Context: an optimization exercise on an open-source flow, tuned for small area, a short achievable clock period and few clock cycles. The choices shown serve that exercise and are no tape-out recipe. RTL that was checked went through simulation tests only; none was proved equivalent to the original. The RTL of runs 3 to 6 was laid out without a check of its function.

--- design/flow/design.v ---
module gfrs_enc (
    input  wire        clk,
    input  wire        rst,           
    input  wire        cmd_valid,
    output wire        cmd_ready,
    input  wire [1:0]  cmd_op,        
    input  wire [3:0]  cmd_k,
    input  wire [15:0] cmd_poly,
    input  wire [15:0] cmd_base,
    input  wire [15:0] cmd_n,
    input  wire [7:0]  cmd_t,
    input  wire        in_valid,
    output wire        in_ready,
    input  wire [15:0] in_data,
    output wire        out_valid,
    input  wire        out_ready,
    output wire [11:0] out_data,
    output reg         done,
    output reg  [3:0]  status,
    output reg  [3:0]  einfo,
    output reg         field_valid
);
    localparam OP_INIT = 2'd0;
    localparam OP_ENC  = 2'd1;
    localparam C_OK      = 4'd0;
    localparam C_ILLEGAL = 4'd1;
    localparam C_ARG     = 4'd2;
    localparam C_NOFIELD = 4'd3;
    localparam I_WORDSIZE  = 4'd1;
    localparam I_POLYDEG   = 4'd2;
    localparam I_NOTPRIM   = 4'd3;
    localparam I_GENBASE   = 4'd4;
    localparam I_ECCOUNT   = 4'd6;
    localparam I_DATACOUNT = 4'd7;
    localparam I_LENGTH    = 4'd8;
    localparam I_CWRANGE   = 4'd9;
    localparam I_TCAP      = 4'd12;
    localparam S_IDLE = 4'd0;
    localparam S_IA   = 4'd1;    
    localparam S_IH   = 4'd2;    
    localparam S_IEXP = 4'd3;
    localparam S_ICHK = 4'd4;
    localparam S_GEN  = 4'd5;
    localparam S_DATA = 4'd6;
    localparam S_PAR  = 4'd7;
    localparam S_WALK = 4'd8;    
    reg [3:0]  state;
    reg        dmode;        
    reg        p2;           
    reg        chk;          
    reg [2:0]  pcur;         
    reg        w2;           
    reg [11:0] root2;        
    reg [12:0] poly;         
    reg [4:0]  ksel;         
    reg [11:0] alpha_b;      
    reg [18:0] hh;           
    reg [11:0] xreg;         
    reg        vld;          
    reg [3:0]  cnt;
    reg [3:0]  tcnt;         
    reg [11:0] kcnt;         
    reg        cw_err;
    reg        gb_bad;       
    reg        phi, bhi;     
    reg [4:0]  ef;           
    reg [11:0] g [0:7];
    reg [11:0] r [0:7];
    integer i, j, q;
    wire [11:0] kmsb = {ksel[4], 1'b0, ksel[3], 1'b0, ksel[2], 1'b0,
                        ksel[1], 1'b0, ksel[0], 3'b000};
    wire [11:0] fmask = {{2{ksel[4]}}, {2{ksel[3] | ksel[4]}},
                         {2{ksel[2] | ksel[3] | ksel[4]}}, {2{~ksel[0]}}, 4'b1111};
    wire        big   = ksel[3] | ksel[4];
    wire [11:0] xop = xreg ^ (dmode ? r[7] : 12'd0);
    reg  [7:0]  c;
    reg  [11:0] v [0:8];
    reg  [7:0]  sel;
    reg  [11:0] m [0:7];
    always @* begin
        for (i = 0; i < 8; i = i + 1)
            c[i] = ^(xop & hh[i +: 12]);
        v[0] = xop;
        for (i = 1; i < 9; i = i + 1) begin
            if (i == 4) begin
                v[i] = xop << i;
                for (j = 0; j < i; j = j + 1)
                    v[i] = v[i] ^ (c[j] ? (poly[11:0] << (i - 1 - j)) : 12'd0);
            end else
                v[i] = {v[i-1][10:0], 1'b0} ^ (c[i-1] ? poly[11:0] : 12'd0);
        end
        for (q = 0; q < 8; q = q + 1) begin
            sel  = p2 ? {4'd0, g[q][11:8]} : g[q][7:0];
            m[q] = 12'd0;
            for (i = 0; i < 8; i = i + 1)
                m[q] = m[q] ^ (sel[i] ? v[i] : 12'd0);
        end
    end
    wire [11:0] pal_n = ksel[0] ? {poly[3:0], 8'd0} : ksel[1] ? {poly[5:0], 6'd0} :
                        ksel[2] ? {poly[7:0], 4'd0} : ksel[3] ? {poly[9:0], 2'd0} :
                        poly[11:0];
    wire        deg_ok = !phi && (ksel[0] ? (poly[12:4] == 9'd1) :
                                  ksel[1] ? (poly[12:6] == 7'd1) :
                                  ksel[2] ? (poly[12:8] == 5'd1) :
                                  ksel[3] ? (poly[12:10] == 3'd1) : poly[12]);
    wire        gb_n   = bhi || ((kcnt & ~fmask) != 12'd0) || ((kcnt & fmask) == fmask);
    reg  [11:0] la;
    reg  [7:0]  hk;
    reg  [18:0] hh_n;
    always @* begin
        la = alpha_b;
        for (i = 0; i < 8; i = i + 1) begin
            hk[i] = la[11];
            la = {la[10:0], 1'b0} ^ (la[11] ? alpha_b : 12'd0);
        end
        for (i = 0; i < 19; i = i + 1)
            hh_n[i] = ksel[0] ? (i == 3 ? 1'b1 : (i > 3 && i < 12) ? hk[(i - 4) % 8] : 1'b0) :
                      ksel[1] ? (i == 5 ? 1'b1 : (i > 5 && i < 14) ? hk[(i - 6) % 8] : 1'b0) :
                      ksel[2] ? (i == 7 ? 1'b1 : (i > 7 && i < 16) ? hk[(i - 8) % 8] : 1'b0) :
                      ksel[3] ? (i == 9 ? 1'b1 : (i > 9 && i < 18) ? hk[(i - 10) % 8] : 1'b0) :
                                (i == 11 ? 1'b1 : (i > 11) ? hk[(i - 12) % 8] : 1'b0);
    end
    localparam [59:0] E4  = {12'd1, 12'd1, 12'd3, 12'd5, 12'd15};
    localparam [59:0] E6  = {12'd1, 12'd1, 12'd9, 12'd21, 12'd63};
    localparam [59:0] E8  = {12'd1, 12'd15, 12'd51, 12'd85, 12'd255};
    localparam [59:0] E10 = {12'd1, 12'd33, 12'd93, 12'd341, 12'd1023};
    localparam [59:0] E12 = {12'd315, 12'd585, 12'd819, 12'd1365, 12'd4095};
    wire [59:0] etab = ksel[0] ? E4 : ksel[1] ? E6 : ksel[2] ? E8 :
                       ksel[3] ? E10 : E12;
    wire [4:0]  ebit = {etab[48 + cnt], etab[36 + cnt], etab[24 + cnt],
                        etab[12 + cnt], etab[cnt]};
    wire [3:0]  klast = ksel[0] ? 4'd3 : ksel[1] ? 4'd5 : ksel[2] ? 4'd7 :
                        ksel[3] ? 4'd9 : 4'd11;
    wire [11:0] a4 = ksel[0] ? {8'd0, poly[3:0]} : 12'd16;    
    wire in_xfer = in_valid & in_ready;
    wire cw_bad  = (in_data & ~{4'd0, fmask}) != 16'd0;
    assign cmd_ready = (state == S_IDLE);
    wire   owed      = (kcnt != {8'd0, tcnt});
    assign in_ready  = ((state == S_DATA) && owed && (p2 || !vld || !big)) ||
                       ((state == S_GEN) && (cnt == 4'd1) && (!big || (pcur == 3'd7)));
    assign out_valid = (state == S_PAR);
    assign out_data  = r[7];
    wire [11:0] ab_x = {alpha_b[10:0], 1'b0} ^ ((|(alpha_b & kmsb)) ? poly[11:0] : 12'd0);
    wire cmd_ksel_4  = (cmd_k == 4'd4);
    wire [4:0] cmd_ksel = {cmd_k == 4'd12, cmd_k == 4'd10, cmd_k == 4'd8,
                           cmd_k == 4'd6, cmd_k == 4'd4};
    always @(posedge clk) begin
        done <= 1'b0;
        chk  <= 1'b0;
        if (rst) begin
            state       <= S_IDLE;
            dmode       <= 1'b0;
            field_valid <= 1'b0;
        end else begin
            case (state)
            S_IDLE: begin
                tcnt   <= cmd_t[3:0];
                cnt    <= cmd_t[3:0] - 4'd1;
                cw_err <= 1'b0;
                vld    <= 1'b0;
                xreg   <= ab_x;
                root2  <= ab_x;
                pcur   <= 3'd0;
                p2     <= 1'b0;
                w2     <= 1'b0;
                for (j = 0; j < 8; j = j + 1) begin
                    g[j] <= (j == 7) ? alpha_b : 12'd0;
                    r[j] <= 12'd0;
                end
                kcnt   <= cmd_op[0] ? cmd_n[11:0] : cmd_base[11:0];
                ef     <= {!field_valid, cmd_t == 8'd0, cmd_n <= {8'd0, cmd_t},
                           (cmd_n & ~{4'd0, fmask}) != 16'd0, cmd_t > 8'd8};
                if (cmd_valid) begin
                    case (cmd_op)
                    OP_INIT: begin
                        poly  <= cmd_poly[12:0];
                        phi   <= |cmd_poly[15:13];
                        bhi   <= |cmd_base[15:12];
                        ksel  <= cmd_ksel;
                        state <= S_IA;
                    end
                    OP_ENC: begin
                        chk   <= 1'b1;
                        state <= (cmd_t == 8'd1) ? S_DATA : S_GEN;
                        dmode <= (cmd_t == 8'd1);
                    end
                    default: begin
                        status <= C_ILLEGAL; einfo <= 4'd0;
                        done <= 1'b1;
                    end
                    endcase
                end
            end
            S_IA: begin
                alpha_b <= pal_n;
                gb_bad  <= gb_n;
                state   <= S_IH;
                if (ksel == 5'd0) begin
                    field_valid <= 1'b0;
                    status <= C_ARG; einfo <= I_WORDSIZE;
                    done <= 1'b1; state <= S_IDLE;
                end else if (!deg_ok) begin
                    field_valid <= 1'b0;
                    status <= C_ARG; einfo <= I_POLYDEG;
                    done <= 1'b1; state <= S_IDLE;
                end
            end
            S_IH: if (big) begin
                hh      <= hh_n;
                alpha_b <= kcnt;                             
                kcnt    <= fmask - 12'd1;
                xreg    <= 12'd2;
                state   <= S_WALK;
            end else begin
                hh    <= hh_n;
                kcnt  <= kcnt >> 2;
                cnt   <= 4'd2;
                xreg  <= a4;
                g[0]  <= a4;
                g[1]  <= 12'd8;                              
                g[2]  <= 12'd2;                              
                g[3]  <= (ksel[0] || ksel[2] || ksel[4]) ? 12'd8 : 12'd2;
                g[4]  <= ksel[2] ? 12'd8 : 12'd2;
                g[5]  <= ksel[4] ? 12'd8 : 12'd2;
                g[6]  <= 12'd1 << kcnt[1:0];
                state <= S_IEXP;
            end
            S_IEXP: begin
                g[0] <= m[0];
                xreg <= m[0];
                for (j = 1; j < 6; j = j + 1)
                    if (ebit[j-1]) g[j] <= m[j];
                if (kcnt[0]) g[6] <= m[6];
                kcnt <= kcnt >> 1;
                cnt  <= cnt + 4'd1;
                if (cnt == klast) state <= S_ICHK;
            end
            S_ICHK: begin
                if (g[1] != 12'd1 || g[2] == 12'd1 || g[3] == 12'd1 ||
                    g[4] == 12'd1 || g[5] == 12'd1) begin
                    field_valid <= 1'b0;
                    status <= C_ARG; einfo <= I_NOTPRIM;
                end else if (gb_bad) begin
                    field_valid <= 1'b0;
                    status <= C_ARG; einfo <= I_GENBASE;
                end else begin
                    field_valid <= 1'b1;
                    alpha_b <= g[6];
                    status <= C_OK; einfo <= 4'd0;
                end
                done <= 1'b1; state <= S_IDLE;
            end
            S_WALK: if (!w2) begin
                if (kcnt == 12'd0) begin
                    if (xreg != 12'd1) begin
                        field_valid <= 1'b0;
                        status <= C_ARG; einfo <= I_NOTPRIM;
                        done <= 1'b1; state <= S_IDLE;
                    end else if (gb_bad) begin
                        field_valid <= 1'b0;
                        status <= C_ARG; einfo <= I_GENBASE;
                        done <= 1'b1; state <= S_IDLE;
                    end else begin
                        w2   <= 1'b1;
                        kcnt <= alpha_b;
                    end
                end else if (xreg == 12'd1) begin
                    field_valid <= 1'b0;
                    status <= C_ARG; einfo <= I_NOTPRIM;
                    done <= 1'b1; state <= S_IDLE;
                end else begin
                    xreg <= v[1];
                    kcnt <= kcnt - 12'd1;
                end
            end else begin
                if (kcnt == 12'd0) begin
                    field_valid <= 1'b1;
                    alpha_b <= xreg;
                    status <= C_OK; einfo <= 4'd0;
                    done <= 1'b1; state <= S_IDLE;
                end else begin
                    xreg <= v[1];
                    kcnt <= kcnt - 12'd1;
                end
            end
            S_GEN: if (big && pcur != 3'd7) begin
                for (j = 0; j < 7; j = j + 1)
                    if (pcur == j) g[j] <= g[j] ^ m[j+1];
                if (!p2) begin
                    xreg <= v[8];
                    p2   <= 1'b1;
                end else begin
                    xreg <= root2;
                    p2   <= 1'b0;
                    pcur <= pcur + 3'd1;
                end
            end else begin
                for (j = 0; j < 7; j = j + 1)
                    if (!big) g[j] <= g[j] ^ m[j+1];
                g[7]  <= g[7] ^ xreg;
                xreg  <= v[1];
                root2 <= v[1];
                pcur  <= 3'd0;
                cnt   <= cnt - 4'd1;
                if (in_xfer) begin
                    xreg <= in_data[11:0];
                    vld  <= 1'b1;
                    kcnt <= kcnt - 12'd1;
                    if (cw_bad) cw_err <= 1'b1;
                end
                if (cnt == 4'd1) begin
                    state <= S_DATA;
                    dmode <= 1'b1;
                end
            end
            S_DATA: if (big && vld && !p2) begin
                for (j = 0; j < 8; j = j + 1)
                    r[j] <= ((j == 0) ? 12'd0 : r[j-1]) ^ m[j];
                xreg  <= v[8];
                p2    <= 1'b1;
                dmode <= 1'b0;
            end else begin
                if (p2)
                    for (j = 0; j < 8; j = j + 1)
                        r[j] <= r[j] ^ m[j];
                else if (vld)
                    for (j = 0; j < 8; j = j + 1)
                        r[j] <= ((j == 0) ? 12'd0 : r[j-1]) ^ m[j];
                p2    <= 1'b0;
                dmode <= 1'b1;
                if (in_xfer) begin
                    xreg <= in_data[11:0];
                    vld  <= 1'b1;
                    kcnt <= kcnt - 12'd1;
                    if (cw_bad) cw_err <= 1'b1;
                end else begin
                    xreg <= 12'd0;
                    vld  <= 1'b0;
                end
                if ((p2 || (vld && !big)) && !owed) begin
                    cnt   <= tcnt;
                    dmode <= 1'b0;
                    if (cw_err) begin
                        status <= C_ARG; einfo <= I_CWRANGE;
                        done <= 1'b1; state <= S_IDLE;
                    end else begin
                        state <= S_PAR;
                    end
                end
            end
            S_PAR: if (out_ready) begin
                for (j = 0; j < 8; j = j + 1)
                    r[j] <= ((j == 0) ? 12'd0 : r[j-1]) ^ m[j];
                cnt <= cnt - 4'd1;
                if (cnt == 4'd1) begin
                    status <= C_OK; einfo <= 4'd0;
                    done <= 1'b1; state <= S_IDLE;
                end
            end
            default: state <= S_IDLE;
            endcase
            if (chk && ef != 5'd0) begin
                status <= ef[4] ? C_NOFIELD : C_ARG;
                einfo  <= ef[4] ? 4'd0 : ef[3] ? I_ECCOUNT : ef[2] ? I_DATACOUNT :
                          ef[1] ? I_LENGTH : I_TCAP;
                done   <= 1'b1;
                state  <= S_IDLE;
                dmode  <= 1'b0;
            end
        end
    end
endmodule
--- design/flow/flow/run.sh ---
#!/bin/bash
set -euo pipefail
bash standard.sh SETUP_SLACK_MARGIN=9 finish > make.log 2>&1
--- design/flow/standard.sh ---
#!/bin/bash
# synth_recipe.tcl (not shown) runs the flow's synth.tcl, then flattens the netlist and writes it again
# the make line also repeats each setting of config.mk as NAME=value (left out here)
make -C /OpenROAD-flow-scripts/flow DESIGN_CONFIG=/design/flow/config.mk WORK_HOME=/design/flow/orfs CLKGATE_MAP_FILE= SYNTH_SCRIPT=/design/flow/synth_recipe.tcl "${@:-finish}"
--- design/flow/config.mk ---
export PLATFORM = sky130hd
export DESIGN_NAME = gfrs_enc
export DESIGN_NICKNAME = gfrs_enc
export VERILOG_FILES = /design/flow/design.v
export SDC_FILE = /design/flow/constraint.sdc
export NUM_CORES = 4
export LEC_CHECK = 0
export CAP_MARGIN = 20
export CORE_MARGIN = 2
export CORE_UTILIZATION = 35
export SLEW_MARGIN = 20
--- design/flow/constraint.sdc ---
create_clock -name core_clock -period 15.0 [get_ports {clk}]
set_input_delay 3.0000 -clock core_clock [delete_from_list [all_inputs] [get_ports {clk}]]
set_output_delay 3.0000 -clock core_clock [all_outputs]
set_load 0.01 [all_outputs]
==> results.txt, run 1 <==
- Post-synthesis register bit count: about 310
- Seq. cell area: about 9000 um2
- Via density per instance: 5.78
- Crit path max fanout: 3
- Adder-Cell Fraction of Synth Area: around 1.1%
- DRT Pass-1 Iters: 10
- Post-Synthesis Cell Area: ~33,000 um2
- Top sig layer: met4
- Main combinational cell family by area after synthesis: XOR/XNOR gates
- Met3 Wirelength: 18,200 um
- Drt initial violations: 4,188
- Die footprint: 96,900 um2
- DP HPWL: ~100,000 um
- Cts bufs inserted: 40
- Worst-margin pin slew: roughly 1200 ps
- Slew Viols, Final: 0
- # clock sinks: around 310
- CTS Hold Buffers Added: 0
- Total congestion overflow: 0
- RSZ-0062 raised after global routing: true
- Area grow syn2layout: 12.1%
- Per-cell routed wire length: around 28 um
- CTS tree: built
- Core area: a little over 90,000 um2
- Die Y-Extent: 311 um
- Most common cell after layout, fill and taps aside: nor2_1
- Prevailing post-synth register cell: edfxtp_1
- Area of the multi-input gates: approximately 23,000 um2
- Critical Path AT: ~3100 ps
- I/O pin total: 108
- Number of global-route vias before repair: around 28,000
- Crit Path Class: reg -> out
- Fin Setup TNS: 0 ps
- Minimum clock period: ~6100 ps
- Initial antenna violation count: 5
- Max Clk Rate: around 160 MHz
- Fraction of registers with async set/reset: 0%
- Met1 WL: between 50,000 and 60,000 um
- Mux share of post-synthesis cell area: roughly 5.2%
- Skew-Pair Late Insertion Delay: roughly 620 ps
- Placer congestion estimate: roughly 1.0
- Fraction of the mapped netlist area in compound gates: 9.50%
- Utilization after layout: about two fifths
- Layout fillers: 9,348
- Via count: 29,700
- Post-Route Skew: between 40 and 50 ps
- GRT Total Usage: approximately 29%
- Most frequent cells in the layout: 714 x nor2_1, 604 x xnor2_1, 534 x nand2_1, 303 x edfxtp_1, 244 x xor2_1
- WL met2: 60,200 um
- Post-synthesis cell count: a little under 4,000
- Setup Viol. Count Final: 0
- CP required: ~12,000 ps
- Startpoint types: flop
- Die Wd: around 310 um
- Max_slew headroom: approximately a fifth
- Pin count of the biggest net entering global routing: 120
- Share of cells above drive strength 1: 7.78%
- Fin. Hold Viols: 0
- Synth Area in Simple Gates: between 10% and 20%
- First-pass GRT wire length: ~200,000 um
- Wirelength, routed: between 100,000 and 150,000 um
- CTS max path bufs: 3
- Yosys warns: 5
- Post-route ant nets: 0
- Initial core utilization: 35.4%
- PortBufs: 105
- Max H-tree Level: 2
- Seq/Total Area, Yosys: 28.0%
- # rows: about 110
- Final Cycle Share: between 40% and 50%
- EDFF count, synth: roughly 300
- CTS root buf: clkbuf_16
- Cell variety after synth: a little over 80
- Nets@finish: 3,964
- Max Cap Viol: 0
- Min-Delay Path Class: reg -> reg
- DRC violations left: 0
- Syn avg cell area: between 8 and 9 um2
- Status: complete, no violations
- Crit. End Element: primary output
- Clock transition at path regs: 60 ps
- Post-Synth XOR/XNOR Area: 33.1%
-- metal layers --
layer,global-route usage (%),vias up
met3,8.07,443
met2,42.4,2063
li1,-,12900
met5,0,-
met4,15.2,0
met1,37.8,14200
-- Yosys cell counts, types with 28 or more instances --
master      n  area (um2)
clkbuf_1  207         777
inv_1      36         135
xnor2_2    28         455
ha_1       28         350
nand2b_1   64         400
xnor3_1    96        2160
edfxtp_1  303        9100
xor2_1    246        2150
a21oi_1   131         656
nor2_1    716        2690
o22ai_1    66         413
nand2_1   537        2020
mux2i_1   164        1640
o21ai_0   117         586
xnor2_1   609        5330
nor2b_1    49         307
a211oi_1   31         233
nor3_1     44         220
-- registers in the layout (all words and copies together), names as in the netlist, 5 cells and up --
| name | flops |
|---|---|
| g | 96 |
| r | 96 |
| hh | 16 |
| poly | 13 |
| alpha_b | 12 |
| kcnt | 12 |
| root2 | 12 |
| xreg | 12 |
| ef | 5 |
| ksel | 5 |
-- layout make-up --
| cell class | count | area share, % |
|---|---|---|
| multi-input cells | 3257 | 62.1 |
| repair buffers | 204 | 4.89 |
| flip-flops and latches | 311 | 25.0 |
| inverters | 39 | 0.395 |
| clock inverters | 25 | 0.571 |
| clock buffers | 48 | 2.78 |
| diodes | 1 | 0.00675 |
| well taps | 1254 | 4.23 |
-- kinds of logic after synthesis --
group | after synthesis
adders and majority gates | 28
DFF | 311
and+or+nand+nor | 1541
xor gates and xnor gates | 1015
muxes | 172
AOI/OAI and AO/OA | 499
buffers and inverters | 284
other | 1
-- worst paths after layout --
check / startpoint / endpoint / slack [ps] / cells after the start
setup / recovery: kcnt[8]$_DFFE_PP_ / in_ready / 8900 / 5
hold / removal: field_valid$_SDFFE_PP0P_ / ef[4]$_DFFE_PP_ / 520 / 1
setup reg to reg: r[7][5]$_DFFE_PP_ / g[3][3]$_DFFE_PP_ / 9100 / 15
hold reg to reg: field_valid$_SDFFE_PP0P_ / ef[4]$_DFFE_PP_ / 520 / 1
-- through the flow --
| stage | std cells | hold slack (ps) | worst slack (ps) | instance area [um2] |
|---|---|---|---|---|
| after floorplan | 3852 | 473 | 8940 | 33100 |
| after global placement | 5059 | 492 | 8560 | 35600 |
| after detailed placement | 5059 | 489 | 8410 | 35600 |
| after CTS | 5136 | 505 | 8820 | 37000 |
| after global routing | 5138 | 531 | 8810 | 37100 |
| final | 5139 | 518 | 8900 | 37100 |
-- worst max-delay path: stages, from the launching register on --
cell	delay, ps
edfxtp_1	410
or4_1	630
nor4_2	320
nand4_1	220
a32o_1	390
clkdlybuf4s50_1	510
-- repair_timing --
| action | in CTS | in global routing |
|---|---|---|
| gates resized for setup | 13 | 11 |
| setup buffers | 4 | 0 |
| endpoints found under the setup margin | 102 | 36 |
| pin swaps | 0 | 1 |
Testbench counts, summed over its fixed seeds: cycles 15,522.
==> inputs of run 2 (changes only) <==
==> design/flow/run.sh (new file) <==
#!/bin/bash
# synth_recipe.tcl (not shown) runs the flow's synth.tcl, then flattens the netlist and writes it again
# the make line also repeats each setting of config.mk as NAME=value (left out here)
make -C /OpenROAD-flow-scripts/flow DESIGN_CONFIG=/design/flow/config.mk WORK_HOME=/design/flow/orfs CLKGATE_MAP_FILE= SYNTH_SCRIPT=/design/flow/synth_recipe.tcl finish
removed: design/flow/flow/run.sh
removed: design/flow/standard.sh
==> run 2 against run 1 <==
Against the previous run: still clean on timing, DRC and antenna; via count up 0.16%; fmax down 11%; worst setup slack worse by 790 ps; global-route usage up 0.43 points; critical path depth up 9; final area about the same; routed wire length up 1.2%; critical endpoint is now g[0][4]$_DFFE_PP_; largest cell class unchanged.
==> results.txt, run 2 <==
- Status: complete, no violations
- Final Cycle Share: 45.9% (+5.2 points)
- Post-synth top cells: 716 x nor2_1, 609 x xnor2_1, 537 x nand2_1, 303 x edfxtp_1, 246 x xor2_1
- Most frequent cells in the layout: 715 x nor2_1, 607 x xnor2_1, 534 x nand2_1, 303 x edfxtp_1, 246 x xor2_1
- RSZ-0062 raised after global routing: false
- Post-CTS Resized: 0 (-13)
- Crit-path cells: a21boi_0 -> o21ai_1 -> xor2_1 -> xnor3_2 -> xor2_1 -> nand2_2 -> xnor2_2 -> xor2_2 -> xor2_2 -> nor2_1 -> xnor3_1 -> xnor2_1 -> xor2_1 -> o221ai_1
- DRC violations left: 0 (unchanged)
- Largest regs: g x96, r x96, hh x16
- PortBufs: 105 (unchanged)
- CTS root buf: clkbuf_16
- Max H-tree Level: 2 (unchanged)
- Most common cell after layout, fill and taps aside: nor2_1
- Post-synthesis register bit count: 311 (unchanged)
- Fraction of registers with async set/reset: 0% (unchanged)
- Adder-Cell Fraction of Synth Area: 1.06% (unchanged)
- Critical Path AT: 7200 ps (+4100 ps)
- Worst-margin pin slew: 1170 ps (-17.6 ps)
- Drt initial violations: 3,966 (-5.3%)
- Synth Area in Simple Gates: 19.7% (unchanged)
- CTS max path bufs: 3 (unchanged)
- Nets@finish: 3,969 (+0.13%)
- Fraction of the mapped netlist area in compound gates: 9.50% (unchanged)
- Setup Viol. Count Final: 0 (unchanged)
- I/O pin total: 108 (unchanged)
- Largest stage delay on the critical path: 820 ps (+190 ps)
- CP required: 15,320 ps (+3320 ps)
- Seq/Total Area, Yosys: 28.0% (unchanged)
- Pin count of the biggest net entering global routing: 120 (unchanged)
- Startpoint types: flop
- Placer congestion estimate: 1.03 (-1.2%)
- DP HPWL: 105,000 um (+1.1%)
- Yosys warns: 5 (unchanged)
- Wirelength, routed: 145,000 um (+1.2%)
- First-pass GRT wire length: 206,000 um (+1.4%)
- Initial antenna violation count: 6 (+1)
- Per-cell routed wire length: 28.2 um (+1.0%)
- Hold slack: 517 ps (-1.73 ps)
- Max_slew headroom: 21.9% (+1.5 points)
- Crit path max fanout: 25 (+22)
- EDFF count, synth: 303 (unchanged)
- Syn avg cell area: 8.58 um2 (unchanged)
- Slowest cell on the critical path: dfxtp_1
- Via density per instance: 5.78 (about the same)
- Fin Setup TNS: 0 ps (unchanged)
- Most common cell on crit path: xor2_1
- Most common cell in the netlist: nor2_1
- Synth area leader: edfxtp_1
- Initial core utilization: 35.4% (unchanged)
- Dpl cells: 5,069 (+0.20%)
- # clock sinks: 311 (unchanged)
- Crit path buffers/inverters: 0 (-1)
- Prevailing post-synth register cell: edfxtp_1
- Clock transition at path regs: 70 ps (about the same)
- CTS Hold Buffers Added: 0 (unchanged)
- Skew-Pair Late Insertion Delay: 630 ps (about the same)
- Share of cells above drive strength 1: 7.61% (-0.16 points)
- Post-Route Skew: 54.4 ps (+5.36 ps)
- Placed cell area: 35,700 um2 (+0.18%)
- Crit Path Class: reg -> reg
- Crit. End Element: flop
- Reg-to-Reg Start: dmode$_SDFFE_PP0P_
- Final std cells w/o fill: 5,146 (+0.14%)
- Via count: 29,700 (+0.16%)
- Die Y-Extent: 311 um (unchanged)
- Worst hold start: field_valid$_SDFFE_PP0P_
- Crit-path leading delay family: XOR/XNOR gates
- Fin. Hold Viols: 0 (unchanged)
- Min-Delay Path Class: reg -> reg
- Cts bufs inserted: 41 (+2.5%)
- Post-Synth XOR/XNOR Area: 33.1% (unchanged)
- Minimum clock period: 6880 ps (+786 ps)
- Post-route ant nets: 0 (unchanged)
- Cell variety after synth: 81 (unchanged)
- Max Cap Viol: 0 (unchanged)
- CTS tree: built
- # rows: 112 (unchanged)
- Worst Setup SP: dmode$_SDFFE_PP0P_
- Post-Synthesis Cell Area: 33,100 um2 (unchanged)
- Mux share of post-synthesis cell area: 5.24% (unchanged)
- Area contributors post-synth: edfxtp_1 28%, xnor2_1 16%, nor2_1 8.1%
- Total congestion overflow: 0 (unchanged)
- Max Clk Rate: 145 MHz (-11%)
- Die footprint: 96,900 um2 (unchanged)
- Area grow syn2layout: 12.2% (about the same)
- Slew Viols, Final: 0 (unchanged)
- Die Wd: 311 um (unchanged)
- Core area: 93,500 um2 (unchanged)
- Post-synthesis cell count: 3,851 (unchanged)
- Synth top area share: 27.5% (unchanged)
- Final Cell Area: 37,100 um2 (about the same)
- GRT Total Usage: 29.1% (+0.43 points)
- Main combinational cell family by area after synthesis: XOR/XNOR gates
- DRT Pass-1 Iters: 10 (unchanged)
- Number of global-route vias before repair: 28,300 (+0.92%)
- Setup bufs post-CTS: 0 (-4)
## run 2: cell count changes in the layout (fill, tap and decap cells not counted), moves of 3 or more
cell	before	now
buf_4	97	101
bufinv_16	1	5
clkbuf_1	8	3
clkinv_1	11	8
diode_2	1	4
mux2i_2	12	15
xnor2_1	604	607
xnor2_4	7	4
xnor3_1	93	96
xnor3_2	18	15
## run 2: metal layers
| layer | GRT usage [%] | part of all wire, % |
|---|---|---|
| met5 | 0 | 0.054 |
| met4 | 17.0 | 6.8 |
| met3 | 8.39 | 13 |
| met2 | 42.1 | 41 |
| met1 | 38.4 | 39 |
## run 2: worst reg2reg max path: stages, from the launching register on
cell	delay, ps
dfxtp_1	820
a21boi_0	350
o21ai_1	250
xor2_1	200
xnor3_2	530
xor2_1	760
nand2_2	530
xnor2_2	780
xor2_2	550
xor2_2	590
nor2_1	160
xnor3_1	380
xnor2_1	390
xor2_1	190
o221ai_1	140
## run 2: path summary, 6_finish.rpt
path	to	slack [ps]	cells after the start
worst max-delay path	g[0][4]$_DFFE_PP_	8120	14
worst min-delay path	ef[4]$_DFFE_PP_	520	1
worst min register to register	ef[4]$_DFFE_PP_	520	1
worst max register to register	g[0][4]$_DFFE_PP_	8120	14
## run 2: cell families after synthesis
group                    after synthesis
buffers and inverters                284
flip-flops                           311
adder cells (fa/ha/maj)               28
AND/OR/NAND/NOR                     1541
XOR/XNOR                            1015
multiplexers                         172
AO/OA/AOI/OAI                        499
other                                  1
## run 2: area by class of cell
cell class	count	area (um2)
Multi-Input combinational cell	3257	22900
Antenna cell	4	10.0
Clock inverter	29	344
Timing Repair Buffer	208	1840
Clock buffer	44	1040
Sequential cell	311	9260
Tap cell	1254	1570
Inverter	39	146
Fill cell	9403	56400
## run 2: through the flow
step	setup WS [ps]	util, %
5_1_grt	7790	39.7
6_report	8120	39.7
2_1_floorplan	3850	-
3_3_place_gp	8400	38.2
3_5_place_dp	8280	38.2
4_1_cts	8300	39.7
==> inputs of run 3 (changes only) <==
--- a/design/flow/design.v
+++ b/design/flow/design.v
@@ -51,6 +51,8 @@
     reg [2:0]  pcur;         
     reg        w2;           
     reg [11:0] root2;        
+    reg        owed;         
+    reg        glast;        
     reg [12:0] poly;         
     reg [4:0]  ksel;         
     reg [11:0] alpha_b;      
@@ -135,9 +137,7 @@
     wire in_xfer = in_valid & in_ready;
     wire cw_bad  = (in_data & ~{4'd0, fmask}) != 16'd0;
     assign cmd_ready = (state == S_IDLE);
-    wire   owed      = (kcnt != {8'd0, tcnt});
-    assign in_ready  = ((state == S_DATA) && owed && (p2 || !vld || !big)) ||
-                       ((state == S_GEN) && (cnt == 4'd1) && (!big || (pcur == 3'd7)));
+    assign in_ready  = ((state == S_DATA) && owed && (p2 || !vld || !big)) || glast;
     assign out_valid = (state == S_PAR);
     assign out_data  = r[7];
     wire [11:0] ab_x = {alpha_b[10:0], 1'b0} ^ ((|(alpha_b & kmsb)) ? poly[11:0] : 12'd0);
@@ -145,8 +145,10 @@
     wire [4:0] cmd_ksel = {cmd_k == 4'd12, cmd_k == 4'd10, cmd_k == 4'd8,
                            cmd_k == 4'd6, cmd_k == 4'd4};
     always @(posedge clk) begin
-        done <= 1'b0;
-        chk  <= 1'b0;
+        done  <= 1'b0;
+        chk   <= 1'b0;
+        glast <= 1'b0;
+        if (in_xfer) owed <= (kcnt != {8'd0, tcnt} + 12'd1);
         if (rst) begin
             state       <= S_IDLE;
             dmode       <= 1'b0;
@@ -168,6 +170,7 @@
                     r[j] <= 12'd0;
                 end
                 kcnt   <= cmd_op[0] ? cmd_n[11:0] : cmd_base[11:0];
+                owed   <= (cmd_n[11:0] != {8'd0, cmd_t[3:0]});
                 ef     <= {!field_valid, cmd_t == 8'd0, cmd_n <= {8'd0, cmd_t},
                            (cmd_n & ~{4'd0, fmask}) != 16'd0, cmd_t > 8'd8};
                 if (cmd_valid) begin
@@ -181,6 +184,7 @@
                     end
                     OP_ENC: begin
                         chk   <= 1'b1;
+                        glast <= (cmd_t == 8'd2) && !big;
                         state <= (cmd_t == 8'd1) ? S_DATA : S_GEN;
                         dmode <= (cmd_t == 8'd1);
                     end
@@ -290,6 +294,7 @@
                     xreg <= v[8];
                     p2   <= 1'b1;
                 end else begin
+                    glast <= (cnt == 4'd1) && (pcur == 3'd6);
                     xreg <= root2;
                     p2   <= 1'b0;
                     pcur <= pcur + 3'd1;
@@ -302,6 +307,7 @@
                 root2 <= v[1];
                 pcur  <= 3'd0;
                 cnt   <= cnt - 4'd1;
+                glast <= (cnt == 4'd2) && !big;
                 if (in_xfer) begin
                     xreg <= in_data[11:0];
                     vld  <= 1'b1;
==> design/flow/flow/run.sh (new file) <==
#!/bin/bash
set -euo pipefail
bash standard.sh SETUP_SLACK_MARGIN=9 finish > make.log 2>&1
==> design/flow/standard.sh (new file) <==
#!/bin/bash
# synth_recipe.tcl (not shown) runs the flow's synth.tcl, then flattens the netlist and writes it again
# the make line also repeats each setting of config.mk as NAME=value (left out here)
make -C /OpenROAD-flow-scripts/flow DESIGN_CONFIG=/design/flow/config.mk WORK_HOME=/design/flow/orfs CLKGATE_MAP_FILE= SYNTH_SCRIPT=/design/flow/synth_recipe.tcl "${@:-finish}"
removed: design/flow/run.sh
==> run 3 against run 2 <==
Against the previous run: final area up 1.4%; critical path depth up 1; utilization increased by 0.55 points; die area rose by 0.12%; via count is 3.6% higher; still clean on timing, DRC and antenna.
==> results.txt, run 3 <==
- Fraction of registers with async set/reset: 0% (unchanged)
- Hold path depth: 1 (unchanged)
- Post-Route Skew: 50.6 ps (-3.82 ps)
- Number of global-route vias before repair: 28,800 (+1.6%)
- Placer congestion estimate: 1.07 (+3.3%)
- Total congestion overflow: 0 (unchanged)
- Top sig layer: met5
- Most frequent cells in the layout: 668 x nor2_1, 640 x xnor2_1, 597 x nand2_1, 303 x edfxtp_1, 252 x xor2_1
- # rows: 112 (unchanged)
- Skew-Pair Late Insertion Delay: 630 ps (about the same)
- Clock transition at path regs: 60 ps (about the same)
- Min-Delay Path Class: reg -> reg
- Area contributors post-synth: edfxtp_1 27%, xnor2_1 17%, nor2_1 7.6%
- CP required: 15,280 ps (-40 ps)
- Crit. End Element: flop
- Most common cell in the netlist: nor2_1
- Via count: 30,800 (+3.6%)
- Seq/Total Area, Yosys: 28.1% (+0.087 points)
- EDFF count, synth: 303 (unchanged)
- # clock sinks: 313 (+0.64%)
- Cell variety after synth: 79 (-2.5%)
- Initial antenna violation count: 8 (+2)
- Die Y-Extent: 311 um (about the same)
- Status: complete, no violations
- Max H-tree Level: 2 (unchanged)
- Crit path max fanout: 20 (-20%)
- Most common cell after layout, fill and taps aside: nor2_1
- Max Cap Viol: 0 (unchanged)
- Max Clk Rate: 165 MHz (+13%)
- Slew Viols, Final: 0 (unchanged)
- Met3 Wirelength: 20,400 um (+9.0%)
- Final Cycle Share: 40.5% (-5.4 points)
- Share of cells above drive strength 1: 8.01% (+0.40 points)
- Syn avg cell area: 8.43 um2 (-1.8%)
- WL met2: 62,500 um (+3.9%)
- Fin Setup TNS: 0 ps (unchanged)
- Final Cell Area: 37,600 um2 (+1.4%)
- Reg2reg setup slack: 8930 ps (+810 ps)
- First-pass GRT wire length: 215,000 um (+3.9%)
- Worst-margin pin slew: 1160 ps (-11.6 ps)
- Post-synthesis register bit count: 313 (+0.64%)
- Crit Path Class: reg -> reg
- Post-synthesis cell count: 3,927 (+2.0%)
- Largest regs: g x96, r x96, hh x16
- Critical Path AT: 6350 ps (-850 ps)
- PortBufs: 105 (unchanged)
- CTS max path bufs: 3 (unchanged)
- Reg2reg path depth: 15 (+1)
- Setup Viol. Count Final: 0 (unchanged)
- Post-synth top cells: 671 x nor2_1, 657 x xnor2_1, 600 x nand2_1, 303 x edfxtp_1, 256 x xor2_1
- Reg2Reg Capture Point: g[0][8]$_DFFE_PP_
- CTS tree: built
- Fin. Hold Viols: 0 (unchanged)
- GRT Total Usage: 30.5% (+1.4 points)
- Cts bufs inserted: 40 (-2.4%)
- Nets@finish: 4,076 (+2.7%)
- Reg-to-Reg Start: r[7][6]$_DFFE_PP_
- Pin count of the biggest net entering global routing: 73 (-39%)
- Yosys warns: 5 (unchanged)
- Synth top area share: 27.5% (-0.033 points)
- Largest stage delay on the critical path: 690 ps (-130 ps)
- DP HPWL: 108,000 um (+2.9%)
- Hold slack: 450 ps (-66.5 ps)
- Post-Synthesis Cell Area: 33,100 um2 (+0.12%)
- Met1 WL: 59,500 um (+5.4%)
- Drt initial violations: 4,918 (+24%)
- RSZ-0062 raised after global routing: false
- I/O pin total: 108 (unchanged)
- DRC violations left: 0 (unchanged)
- Initial core utilization: 35.4% (+0.043 points)
- DRT Pass-1 Iters: 8 (-2)
- Post-route ant nets: 0 (unchanged)
- CTS root buf: clkbuf_16
- Minimum clock period: 6070 ps (-814 ps)
- Synth area leader: edfxtp_1
- Crit-path cells: and3b_1 -> or2_2 -> nand2_1 -> xnor3_1 -> xnor3_1 -> buf_4 -> nand2_1 -> xnor2_1 -> xnor3_2 -> xnor2_4 -> nor2_1 -> xnor2_1 -> xnor2_1 -> xor2_1 -> o22ai_1
- Startpoint types: flop
- Worst hold start: field_valid$_SDFFE_PP0P_
- Max_slew headroom: 21.5% (-0.46 points)
- Prevailing post-synth register cell: edfxtp_1
- Die footprint: 97,000 um2 (+0.12%)
- Most common cell on crit path: xnor2_1
- WHS Endpoint: ef[4]$_DFFE_PP_
- Placed cell area: 35,900 um2 (+0.53%)
- Die Wd: 311 um (about the same)
- Area grow syn2layout: 13.6%
- Via density per instance: 5.87 (+1.5%)
- Wirelength, routed: 153,000 um (+5.0%)
- Core area: 93,500 um2 (unchanged)
- Per-cell routed wire length: 29.0 um (+2.8%)
- Slowest cell on the critical path: xnor2_1
run 3: cell count changes after synthesis, moves of 14 or more:
cell | before | now
nand2b_1 | 64 | 32
xnor3_1 | 96 | 81
xnor2_1 | 609 | 657
nor2_1 | 716 | 671
mux2i_1 | 164 | 147
o21ai_0 | 117 | 131
nor2b_1 | 49 | 68
nor3_1 | 44 | 67
clkbuf_1 | 207 | 192
xnor2_2 | 28 | 12
nand2_1 | 537 | 600
run 3: how the worst max path moves through the flow:
stage                             startpoint            endpoint  slack, ps  depth (start not counted)
final                      r[7][6]$_DFFE_PP_   g[0][8]$_DFFE_PP_       8930                         15
after global routing      r[7][11]$_DFFE_PP_  g[2][10]$_DFFE_PP_       9010                         14
after CTS                  xreg[8]$_DFFE_PP_   xreg[6]$_DFFE_PP_       9040                         14
after floorplan                          rst       bhi$_DFFE_PP_       9330                          4
after detailed placement  dmode$_SDFFE_PP0P_   g[4][5]$_DFFE_PP_       8350                         14
after global placement    dmode$_SDFFE_PP0P_   xreg[6]$_DFFE_PP_       8390                         14
run 3: cell families after synthesis:
family / Yosys count / synth area share [%]
buf+inv: 278 / 3.33
compound gates: 523 / 9.83
other cells: 1 / 0.0113
flops: 313 / 28.1
fa+ha+maj: 30 / 1.13
simple gates: 1585 / 20.2
xor+xnor: 1040 / 32.6
mux: 157 / 4.79
run 3: timing repair:
action | 4_1_cts | 5_1_grt
setup buffers | 2 | 8
pin swaps | 2 | 4
endpoints found under the setup margin | 161 | 116
resized for setup | 18 | 24
cloned | 1 | 0
hold buffers | 0 | 0
run 3: layer usage:
layer  vias to the layer above  GRT usage, %
li1                      13300             -
met1                     14600          41.0
met2                      2382          43.9
met3                       497          8.49
met4                        10          16.5
met5                         -         0.543
run 3: through the flow:
step	setup slack, ps	instances	util, %
final	8930	5252	40.2
after CTS	9040	5240	40.0
after global placement	8390	5163	38.4
after detailed placement	8350	5163	38.4
after floorplan	9330	3928	-
after global routing	9010	5249	40.2
run 3: critical path, delay by kind of cell (launching register included):
| family | cells | cell delay (ps) |
|---|---|---|
| AND/OR/NAND/NOR | 5 | 1430 |
| XOR/XNOR | 8 | 3180 |
| flip-flops | 1 | 640 |
| buffers and inverters | 1 | 340 |
| AO/OA/AOI/OAI | 1 | 100 |
run 3: final cells by class:
class	instances	area, um2
flip-flops and latches	313	9300
well taps	1254	1570
repair buffers	227	1980
diodes	3	7.51
clock buffers	46	1020
multi-input cells	3338	23200
fillers	9460	55900
clock inverters	28	302
inverters	43	161
==> inputs of run 4 (changes only) <==
--- a/design/flow/config.mk
+++ b/design/flow/config.mk
@@ -7,5 +7,5 @@
 export LEC_CHECK = 0
 export CAP_MARGIN = 20
 export CORE_MARGIN = 2
-export CORE_UTILIZATION = 35
+export CORE_UTILIZATION = 45
 export SLEW_MARGIN = 20
==> run 4 against run 3 <==
Against the previous run: first-iteration DRC count down 5.7%; utilization up 11 points; clock-buffer cell count down 4; synthesized cell count unchanged; critical path depth unchanged; clock skew down 20 ps.
==> results.txt, run 4 <==
- Status: complete, no violations
- EDFF count, synth: 303 (unchanged)
- # clock sinks: 313 (unchanged)
- Worst-margin pin slew: 1190 ps (+34.4 ps)
- Pin count of the biggest net entering global routing: 66 (-9.6%)
- Minimum clock period: 6080 ps (+6.17 ps)
- # rows: 99 (-12%)
- Max Clk Rate: 165 MHz (-0.10%)
- Final WS setup: 8920 ps (-6.17 ps)
- Critical Path AT: 6400 ps (+50 ps)
- Initial antenna violation count: 8 (unchanged)
- Number of global-route vias before repair: 28,700 (-0.30%)
- CTS root buf: clkbuf_16
- CTS max path bufs: 3 (unchanged)
- First-pass GRT wire length: 216,000 um (+0.66%)
- Synth area leader: edfxtp_1
- Fin. Hold Viols: 0 (unchanged)
- Yosys warns: 5 (unchanged)
- DP HPWL: 113,000 um (+4.1%)
- Placer congestion estimate: 1.06 (-0.98%)
- Area contributors post-synth: edfxtp_1 27%, xnor2_1 17%, nor2_1 7.6%
- Area grow syn2layout: 12.2%
- Min-Delay Path Class: reg -> reg
- Cts bufs inserted: 40 (unchanged)
- Crit path buffers/inverters: 1 (unchanged)
- DRT Pass-1 Iters: 6 (-2)
- Crit Path Class: reg -> reg
- Dpl ws: 8170 ps (-182 ps)
- Fin Setup TNS: 0 ps (unchanged)
- Die footprint: 75,700 um2 (-22%)
- Nets@finish: 4,076 (unchanged)
- Die Y-Extent: 275 um (-12%)
- Max_slew headroom: 20.4% (-1.0 points)
- GRT Total Usage: 40.2% (+9.8 points)
- Post-synthesis register bit count: 313 (unchanged)
- Synth top area share: 27.5% (unchanged)
- Slowest cell on the critical path: xor3_1
- CTS tree: built
- Largest stage delay on the critical path: 780 ps (+90 ps)
- Dpl cells: 4,865 (-5.8%)
- RSZ-0062 raised after global routing: false
- CTS Hold Buffers Added: 0 (unchanged)
- Max Cap Viol: 0 (unchanged)
- Post-Synthesis Cell Area: 33,100 um2 (unchanged)
- Most common cell on crit path: xnor2_1
- Fraction of registers with async set/reset: 0% (unchanged)
- Skew-Pair Late Insertion Delay: 600 ps (-30 ps)
- Per-cell routed wire length: 31.1 um (+7.3%)
- Syn avg cell area: 8.43 um2 (unchanged)
- Via density per instance: 6.24 (+6.3%)
- Prevailing post-synth register cell: edfxtp_1
- Core area: 72,800 um2 (-22%)
- Post-synthesis cell count: 3,927 (unchanged)
- Startpoint types: flop
- Via count: 30,900 (+0.34%)
- Utilization after layout: 51.0% (+11 points)
- Largest regs: g x96, r x96, hh x16
- Max H-tree Level: 2 (unchanged)
- Die Wd: 275 um (-12%)
- Most common cell after layout, fill and taps aside: nor2_1
- Crit-path cells: and2_1 -> o21ai_0 -> xnor2_1 -> xnor3_2 -> xnor2_4 -> buf_4 -> nand2_2 -> xnor3_2 -> xor3_1 -> nand2_1 -> xnor3_1 -> xnor2_1 -> xnor2_1 -> xnor2_1 -> o2bb2ai_1
- I/O pin total: 108 (unchanged)
- Total congestion overflow: 0 (unchanged)
- Crit. End Element: flop
- CP required: 15,320 ps (+40 ps)
- Share of cells above drive strength 1: 7.84% (-0.17 points)
- Wirelength, routed: 154,000 um (+1.2%)
- Initial core utilization: 45.4% (+10 points)
- Crit-path leading delay family: XOR/XNOR gates
- Cell variety after synth: 79 (unchanged)
- Drt initial violations: 4,639 (-5.7%)
- Final std cells w/o fill: 4,956 (-5.6%)
- DRC violations left: 0 (unchanged)
- Most frequent cells in the layout: 667 x nor2_1, 642 x xnor2_1, 597 x nand2_1, 303 x edfxtp_1, 254 x xor2_1
- Seq/Total Area, Yosys: 28.1% (unchanged)
- Slew Viols, Final: 0 (unchanged)
- Most common cell in the netlist: nor2_1
- Setup Viol. Count Final: 0 (unchanged)
- Post-synth top cells: 671 x nor2_1, 657 x xnor2_1, 600 x nand2_1, 303 x edfxtp_1, 256 x xor2_1
- Crit path max fanout: 12 (-40%)
- Post-Route Skew: 30.5 ps (-20.0 ps)
- Clock transition at path regs: 60 ps (about the same)
- Final Cycle Share: 40.5% (+0.041 points)
- Post-route ant nets: 0 (unchanged)
- PortBufs: 105 (unchanged)
## run 4: cell types whose count changed in the layout (fill, tap and decap cells not counted), moves of 4 or more
| cell | delta |
|---|---|
| xnor2_4 | -7 |
| mux2i_2 | -5 |
| clkbuf_1 | -4 |
| mux2i_1 | +5 |
| xnor2_2 | +6 |
| clkinvlp_4 | +4 |
## run 4: path summary, 6_finish.rpt
check | startpoint | slack, ps | end | cells past startpoint
max | r[7][3]$_DFFE_PP_ | 8920 | g[2][7]$_DFFE_PP_ | 15
min reg2reg | field_valid$_SDFFE_PP0P_ | 480 | ef[4]$_DFFE_PP_ | 1
min | field_valid$_SDFFE_PP0P_ | 480 | ef[4]$_DFFE_PP_ | 1
max reg2reg | r[7][3]$_DFFE_PP_ | 8920 | g[2][7]$_DFFE_PP_ | 15
## run 4: final cells by class
class	count	area [um2]
Tap cell	959	1200
Antenna cell	5	12.5
Timing Repair Buffer	226	1960
Clock buffer	42	1010
Multi-Input combinational cell	3339	23200
Fill cell	7004	35700
Inverter	43	161
Clock inverter	29	324
Sequential cell	313	9300
## run 4: kinds of logic (layout without fill, tap and decap cells)
kind of cell	Yosys count	after routing	share of synthesized area (%)
AOI/OAI and AO/OA	523	523	9.83
xor gates and xnor gates	1040	1042	32.6
adders and majority gates	30	30	1.13
buffers and inverters	278	340	3.33
DFF	313	313	28.1
muxes	157	157	4.79
other	1	7	0.0113
and+or+nand+nor	1585	1585	20.2
## run 4: what timing repair did
| action | in CTS | in global routing |
|---|---|---|
| gates cloned | 1 | 1 |
| gates resized for setup | 15 | 25 |
| endpoints found under the setup margin | 150 | 117 |
| pin swaps | 1 | 5 |
| setup buffers | 1 | 11 |
## run 4: routing by layer
layer  track usage, %  part of all wire [%]  vias to the layer above
met4             20.7                   6.3                        6
met2             58.0                    41                     2304
li1                 -                     -                    13300
met5                0                 0.029                        -
met3             10.9                    13                      493
met1             55.1                    40                    14800
## run 4: stage by stage
step,instance area [um2],hold WS (ps)
after floorplan,33100,424
after global placement,35400,467
after detailed placement,35400,463
after CTS,36900,480
after global routing,37100,500
final,37100,479
==> inputs of run 5 (changes only) <==
--- a/design/flow/design.v
+++ b/design/flow/design.v
@@ -45,7 +45,7 @@
     localparam S_PAR  = 4'd7;
     localparam S_WALK = 4'd8;    
     reg [3:0]  state;
-    reg        dmode;        
+    reg [11:0] r7x;          
     reg        p2;           
     reg        chk;          
     reg [2:0]  pcur;         
@@ -74,7 +74,7 @@
     wire [11:0] fmask = {{2{ksel[4]}}, {2{ksel[3] | ksel[4]}},
                          {2{ksel[2] | ksel[3] | ksel[4]}}, {2{~ksel[0]}}, 4'b1111};
     wire        big   = ksel[3] | ksel[4];
-    wire [11:0] xop = xreg ^ (dmode ? r[7] : 12'd0);
+    wire [11:0] xop = xreg ^ r7x;
     reg  [7:0]  c;
     reg  [11:0] v [0:8];
     reg  [7:0]  sel;
@@ -147,11 +147,11 @@
     always @(posedge clk) begin
         done  <= 1'b0;
         chk   <= 1'b0;
+        r7x   <= 12'd0;
         glast <= 1'b0;
         if (in_xfer) owed <= (kcnt != {8'd0, tcnt} + 12'd1);
         if (rst) begin
             state       <= S_IDLE;
-            dmode       <= 1'b0;
             field_valid <= 1'b0;
         end else begin
             case (state)
@@ -186,7 +186,6 @@
                         chk   <= 1'b1;
                         glast <= (cmd_t == 8'd2) && !big;
                         state <= (cmd_t == 8'd1) ? S_DATA : S_GEN;
-                        dmode <= (cmd_t == 8'd1);
                     end
                     default: begin
                         status <= C_ILLEGAL; einfo <= 4'd0;
@@ -316,7 +315,6 @@
                 end
                 if (cnt == 4'd1) begin
                     state <= S_DATA;
-                    dmode <= 1'b1;
                 end
             end
             S_DATA: if (big && vld && !p2) begin
@@ -324,16 +322,18 @@
                     r[j] <= ((j == 0) ? 12'd0 : r[j-1]) ^ m[j];
                 xreg  <= v[8];
                 p2    <= 1'b1;
-                dmode <= 1'b0;
             end else begin
-                if (p2)
+                if (p2) begin
                     for (j = 0; j < 8; j = j + 1)
                         r[j] <= r[j] ^ m[j];
-                else if (vld)
+                    r7x <= r[7] ^ m[7];
+                end else if (vld) begin
                     for (j = 0; j < 8; j = j + 1)
                         r[j] <= ((j == 0) ? 12'd0 : r[j-1]) ^ m[j];
+                    r7x <= r[6] ^ m[7];
+                end else
+                    r7x <= r[7];
                 p2    <= 1'b0;
-                dmode <= 1'b1;
                 if (in_xfer) begin
                     xreg <= in_data[11:0];
                     vld  <= 1'b1;
@@ -345,7 +345,7 @@
                 end
                 if ((p2 || (vld && !big)) && !owed) begin
                     cnt   <= tcnt;
-                    dmode <= 1'b0;
+                    r7x   <= 12'd0;
                     if (cw_err) begin
                         status <= C_ARG; einfo <= I_CWRANGE;
                         done <= 1'b1; state <= S_IDLE;
@@ -371,7 +371,7 @@
                           ef[1] ? I_LENGTH : I_TCAP;
                 done   <= 1'b1;
                 state  <= S_IDLE;
-                dmode  <= 1'b0;
+                r7x    <= 12'd0;
             end
         end
     end
--- a/design/flow/config.mk
+++ b/design/flow/config.mk
@@ -7,5 +7,5 @@
 export LEC_CHECK = 0
 export CAP_MARGIN = 20
 export CORE_MARGIN = 2
-export CORE_UTILIZATION = 45
+export CORE_UTILIZATION = 35
 export SLEW_MARGIN = 20
==> run 5 against run 4 <==
Against the previous run: routed wire length is 7.9% higher; die area up 31%; clock skew increased by 2.2 ps; critical endpoint is now g[4][7]$_DFFE_PP_.
==> results.txt, run 5 <==
- CTS root buf: clkbuf_16
- CTS Hold Buffers Added: 0 (unchanged)
- # clock sinks: 324 (+3.5%)
- Core area: 96,300 um2 (+32%)
- Wirelength, routed: 167,000 um (+7.9%)
- Most common cell after layout, fill and taps aside: nor2_1
- Post-Synthesis Cell Area: 33,900 um2 (+2.5%)
- Fraction of registers with async set/reset: 0% (unchanged)
- Met1 WL: 64,900 um (+5.9%)
- PortBufs: 105 (unchanged)
- Pin count of the biggest net entering global routing: 72 (+9.1%)
- Nets@finish: 4,224 (+3.6%)
- WL met2: 68,800 um (+8.7%)
- Clock transition at path regs: 70 ps (about the same)
- Synth top area share: 26.8% (-0.66 points)
- First-pass GRT wire length: 231,000 um (+6.8%)
- Skew-Pair Late Insertion Delay: 620 ps (+20 ps)
- Post-synthesis register bit count: 324 (+3.5%)
- Via density per instance: 5.98 (-4.1%)
- Die footprint: 99,400 um2 (+31%)
- Setup Viol. Count Final: 0 (unchanged)
- Per-cell routed wire length: 30.7 um (-1.4%)
- RSZ-0062 raised after global routing: true
- Post-Route Skew: 32.7 ps (+2.21 ps)
- Slew Viols, Final: 0 (unchanged)
- Fin. Hold Viols: 0 (unchanged)
- Top sig layer: met5
- Cell variety after synth: 87 (+10%)
- Area grow syn2layout: 14.3%
- Initial antenna violation count: 4 (-4)
- Post-synth top cells: 815 x nor2_1, 759 x xnor2_1, 443 x nand2_1, 303 x edfxtp_1, 247 x xor2_1
- CTS tree: built
- Yosys warns: 5 (unchanged)
- DRC violations left: 0 (unchanged)
- Area contributors post-synth: edfxtp_1 27%, xnor2_1 20%, nor2_1 9.0%
- Layout fillers: 9,643 (+38%)
- Die Y-Extent: 315 um (+15%)
- Utilization after layout: 40.3% (-11 points)
- Crit Path Class: reg -> reg
- Max Cap Viol: 0 (unchanged)
- Prevailing post-synth register cell: edfxtp_1
- DRT Pass-1 Iters: 6 (unchanged)
- Initial core utilization: 35.2% (-10 points)
- CP required: 15,300 ps (-20 ps)
- Max H-tree Level: 2 (unchanged)
- Min-Delay Path Class: reg -> reg
- Cts bufs inserted: 41 (+2.5%)
- Startpoint types: flop
- Max Clk Rate: 166 MHz (+0.97%)
- Crit. End Element: flop
- Critical Path AT: 6310 ps (-90 ps)
- Placer congestion estimate: 1.06 (+0.70%)
- I/O pin total: 108 (unchanged)
- Seq/Total Area, Yosys: 28.1% (about the same)
- Max_slew headroom: 20.0% (-0.38 points)
- Final Cycle Share: 40.1% (-0.39 points)
- Most frequent cells in the layout: 810 x nor2_1, 739 x xnor2_1, 441 x nand2_1, 303 x edfxtp_1, 240 x xor2_1
- Via count: 32,400 (+4.9%)
- Post-route ant nets: 0 (unchanged)
- Minimum clock period: 6020 ps (-58.3 ps)
- Status: complete, no violations
- DP HPWL: 121,000 um (+7.4%)
- Die Wd: 315 um (+15%)
- Total congestion overflow: 0 (unchanged)
- GRT Total Usage: 32.6% (-7.7 points)
- Met3 Wirelength: 22,400 um (+12%)
- Largest regs: g x96, r x96, hh x16
- Final Cell Area: 38,800 um2 (+4.4%)
- Drt initial violations: 4,781 (+3.1%)
- Synth area leader: edfxtp_1
- Share of cells above drive strength 1: 8.84% (+1.0 points)
- Seq. cell area: 9520 um2 (+2.4%)
- Most common cell in the netlist: nor2_1
- Worst-margin pin slew: 1200 ps (+5.82 ps)
- Post-synthesis cell count: 4,068 (+3.6%)
- # rows: 114 (+15%)
- Fin Setup TNS: 0 ps (unchanged)
- Crit path max fanout: 13 (+1)
- CTS max path bufs: 3 (unchanged)
- Syn avg cell area: 8.33 um2 (-1.1%)
- Number of global-route vias before repair: 29,900 (+4.2%)
- Placed cell area: 36,700 um2 (+3.7%)
- EDFF count, synth: 303 (unchanged)
- Area of the multi-input gates: 23,900 um2 (+3.3%)
run 5: final timing paths:
path / from / end / slack (ps) / cells past startpoint
worst max-delay path: xreg[7]$_DFFE_PP_ / g[4][7]$_DFFE_PP_ / 8980 / 17
worst min-delay path: field_valid$_SDFFE_PP0P_ / ef[4]$_DFFE_PP_ / 530 / 1
worst max register to register: xreg[7]$_DFFE_PP_ / g[4][7]$_DFFE_PP_ / 8980 / 17
worst min register to register: field_valid$_SDFFE_PP0P_ / ef[4]$_DFFE_PP_ / 530 / 1
run 5: metrics by stage:
step	cells	worst slack, ps	hold WS, ps
global placement	5326	8080	500
floorplan	4069	9330	424
global route	5417	8890	540
CTS	5399	8850	513
detailed placement	5326	8040	492
finish	5421	8980	534
run 5: routing by layer:
layer / vias up / GRT usage, %
met5: - / 0
met4: 2 / 16.8
met3: 493 / 9.95
met2: 2478 / 47.6
met1: 15600 / 43.2
li1: 13900 / -
run 5: layout make-up:
cell class	instances	share of cell area, %
Inverter	55	0.539
Timing Repair Buffer	244	5.56
Antenna cell	4	0.0258
Clock buffer	47	2.76
Clock inverter	26	0.688
Sequential cell	324	24.6
Multi-Input combinational cell	3445	61.7
Tap cell	1276	4.12
run 5: what timing repair did:
action                                  CTS  global route
pin swaps                                 0             7
buffers inserted                          0            17
gates resized for setup                  37            38
hold endpoints to repair                  0             0
endpoints found under the setup margin  149           118
run 5: worst max-delay path, stage by stage (launching register included):
cell	delay [ps]
edfxtp_1	550
xor2_2	530
o211ai_1	240
a211oi_1	390
a211oi_2	110
or2_1	260
a221oi_2	240
buf_4	260
xnor3_2	650
xnor2_4	290
buf_4	160
nand2_1	50
xnor3_1	400
xnor2_1	460
xor2_1	280
xnor3_1	520
xor2_1	200
o22ai_1	100
run 5: cell families after synthesis:
logic type	share of synthesized area (%)
other	0.0111
AOI/OAI and AO/OA	12.0
muxes	2.02
DFF	28.1
and+or+nand+nor	19.7
xor gates and xnor gates	33.6
buffers and inverters	3.49
adders and majority gates	1.11
==> inputs of run 6 (changes only) <==
==> design/flow/flow/run.sh (replaced) <==
#!/bin/bash
set -euo pipefail
bash standard.sh SETUP_SLACK_MARGIN=11 finish > make.log 2>&1
==> run 6 against run 5 <==
Against the previous run: final area is 34% higher; synthesized cell count did not move; utilization increased by 14 points; routed wire length rose by 12%; non-clock buffer count is 642 higher; synthesized area unchanged; final cell count increased by 12%; global-route usage grew 3.2 points; worst setup slack gained 730 ps; critical endpoint is now r[5][11]$_DFFE_PP_; sequential share of layout area fell by 6.2 points; sequential cell count is the same.
==> results.txt, run 6 <==
- DP HPWL: 123,000 um (+1.3%)
- Most common cell in the netlist: nor2_1
- Most common cell after layout, fill and taps aside: nor2_1
- Area grow syn2layout: 52.8%
- Cts bufs inserted: 42 (+2.4%)
- Post-route ant nets: 0 (unchanged)
- Largest regs: g x96, r x96, hh x16
- Share of cells above drive strength 1: 39.0% (+30 points)
- Final Cycle Share: 35.2% (-4.9 points)
- Max H-tree Level: 2 (unchanged)
- Adder-Cell Fraction of Synth Area: 1.11% (unchanged)
- Crit-path cells: xnor2_2 -> buf_6 -> o211ai_1 -> nand2_1 -> xnor2_2 -> xor3_4 -> buf_4 -> buf_6 -> and3_4 -> or2_4 -> xnor2_4 -> nor2_1 -> xnor2_1 -> xnor2_2 -> xnor3_2 -> xnor2_4 -> xnor2_2 -> o22ai_1
- Initial antenna violation count: 8 (+4)
- Synth top area share: 26.8% (unchanged)
- Synth area leader: edfxtp_1
- Mux share of post-synthesis cell area: 2.02% (unchanged)
- Setup Viol. Count Final: 0 (unchanged)
- Die footprint: 99,400 um2 (unchanged)
- Post-Synth XOR/XNOR Area: 33.6% (unchanged)
- Via count: 37,200 (+15%)
- Reg2reg setup slack: 9720 ps (+730 ps)
- # clock sinks: 324 (unchanged)
- Post-Route Skew: 34.7 ps (+2.00 ps)
- Post-synth top cells: 815 x nor2_1, 759 x xnor2_1, 443 x nand2_1, 303 x edfxtp_1, 247 x xor2_1
- Fin. Hold Viols: 0 (unchanged)
- Worst Setup SP: xreg[7]$_DFFE_PP_
- Initial core utilization: 35.2% (unchanged)
- DRT Pass-1 Iters: 9 (+3)
- Reg2Reg Capture Point: r[5][11]$_DFFE_PP_
- Per-cell routed wire length: 30.8 um (+0.38%)
- First-pass GRT wire length: 254,000 um (+10%)
- Worst hold start: field_valid$_SDFFE_PP0P_
- Status: complete, no violations
- Slowest cell on the critical path: xnor2_2
- Syn avg cell area: 8.33 um2 (unchanged)
- Fin Setup TNS: 0 ps (unchanged)
- Nets@finish: 4,871 (+15%)
- Critical Path AT: 5600 ps (-710 ps)
- Wirelength, routed: 187,000 um (+12%)
- RSZ-0062 raised after global routing: true
- Number of global-route vias before repair: 34,400 (+15%)
- Crit path max fanout: 7 (-6)
- Startpoint types: flop
- Minimum clock period: 5280 ps (-734 ps)
- Most common cell on crit path: xnor2_2
- EDFF count, synth: 303 (unchanged)
- Area contributors post-synth: edfxtp_1 27%, xnor2_1 20%, nor2_1 9.0%
- Hold slack: 523 ps (-11.9 ps)
- Total congestion overflow: 0 (unchanged)
- Worst-margin pin slew: 1270 ps (+77.8 ps)
- Synth Area in Simple Gates: 19.7% (unchanged)
- Cell variety after synth: 87 (unchanged)
- Max_slew headroom: 14.9% (-5.1 points)
- Crit Path Class: reg -> reg
- DRC violations left: 0 (unchanged)
- Pin count of the biggest net entering global routing: 67 (-6.9%)
- Reg-to-Reg Start: xreg[7]$_DFFE_PP_
- Min-Delay Path Class: reg -> reg
- Max Clk Rate: 189 MHz (+14%)
- Most frequent cells in the layout: 642 x nor2_1, 506 x buf_4, 375 x xnor2_1, 369 x nand2_1, 326 x xnor2_2
- Yosys warns: 5 (unchanged)
- Post-synthesis cell count: 4,068 (unchanged)
- Clock transition at path regs: 70 ps (about the same)
- PortBufs: 105 (unchanged)
- Placer congestion estimate: 1.08 (+1.7%)
==> run 6: cell counts after synthesis <==
No cell type changed its count.
==> run 6: worst min path at each step <==
stage	endpoint	slack, ps	cells past startpoint
CTS	ef[4]$_DFFE_PP_	510	1
detailed placement	ef[4]$_DFFE_PP_	490	1
global route	ef[4]$_DFFE_PP_	530	1
finish	ef[4]$_DFFE_PP_	520	1
global placement	ef[4]$_DFFE_PP_	470	1
floorplan	hh[3]$_DFFE_PP_	420	0
==> run 6: critical path, delay by kind of cell, from the launching register on <==
| kind | cells | cell delay (ps) |
|---|---|---|
| AOI/OAI and AO/OA | 2 | 420 |
| xor gates and xnor gates | 9 | 2870 |
| buffers and inverters | 3 | 450 |
| DFF | 1 | 490 |
| and+or+nand+nor | 4 | 730 |
==> run 6: cell families after synthesis <==
| kind of cell | count (synthesis) |
|---|---|
| flops | 324 |
| mux | 68 |
| other cells | 1 |
| buf+inv | 300 |
| simple gates | 1582 |
| compound gates | 636 |
| fa+ha+maj | 30 |
| xor+xnor | 1127 |
==> run 6: area by class of cell <==
| type | count | area, um2 |
|---|---|---|
| Inverter | 55 | 246 |
| Fill cell | 8198 | 44500 |
| Tap cell | 1276 | 1600 |
| Multi-Input combinational cell | 3449 | 30400 |
| Timing Repair Buffer | 886 | 8710 |
| Sequential cell | 324 | 9540 |
| Antenna cell | 7 | 17.5 |
| Clock buffer | 51 | 1080 |
| Clock inverter | 26 | 245 |
==> run 6: through the flow <==
| step | util, % | cell area (um2) | instances | setup slack [ps] |
|---|---|---|---|---|
| global placement | 39.3 | 37800 | 5310 | 8300 |
| floorplan | - | 35500 | 4069 | 10430 |
| detailed placement | 39.3 | 37800 | 5310 | 8250 |
| CTS | 50.5 | 48600 | 5913 | 10070 |
| finish | 53.8 | 51800 | 6074 | 9720 |
| global route | 53.8 | 51800 | 6067 | 9680 |
==> run 6: layer usage <==
layer | track usage, % | wire length (um)
met3 | 10.1 | 26600
met2 | 51.8 | 76200
met1 | 45.5 | 66700
met5 | 0 | 131
met4 | 26.0 | 17700
==> run 6: repair_timing <==
item / 4_1_cts / 5_1_grt
hold endpoints to repair: 0 / 0
pin swaps: 451 / 300
gates resized for setup: 1057 / 377
setup endpoints to repair: 467 / 342
gates cloned: 9 / 0
buffers inserted: 517 / 154

re-timing with driven ports:
The flow's constraints put no driver on any port. The routed layouts listed below were extracted and timed again, unchanged, in two steps.
Step 1 (the two cells are an assumption about what drives the block):
set clk [get_ports {clk}]
set_driving_cell -lib_cell sky130_fd_sc_hd__clkbuf_16 $clk
set_driving_cell -lib_cell sky130_fd_sc_hd__buf_2 [delete_from_list [all_inputs] $clk]
Step 2 times the ports against the registers' clock, not the clock port: input delays grow and output delays shrink by t, the midpoint of the rising clock arrivals with the driver on.
Slacks: ideal / step 1 / step 2; pairs: ideal / step 1.
run	t (ns)	slack for setup (ns)	hold slack, ns	worst setup path at the end	clock arrival spread, ns
run 1	0.661	8.901 / 8.838 / 8.943	0.518 / 0.518 / 0.518	input to register	0.050 / 0.049
run 2	0.670	8.115 / 8.115 / 8.115	0.517 / 0.517 / 0.517	register to register	0.055 / 0.054
run 3	0.672	8.929 / 8.929 / 8.929	0.450 / 0.450 / 0.450	register to register	0.050 / 0.051
run 4	0.657	8.923 / 8.923 / 8.923	0.479 / 0.479 / 0.479	register to register	0.031 / 0.031
run 5	0.664	8.981 / 8.981 / 8.981	0.534 / 0.534 / 0.534	register to register	0.034 / 0.034
run 6	0.680	9.715 / 9.715 / 9.715	0.523 / 0.523 / 0.523	register to register	0.035 / 0.035
After both steps setup and hold are still met in every run listed.
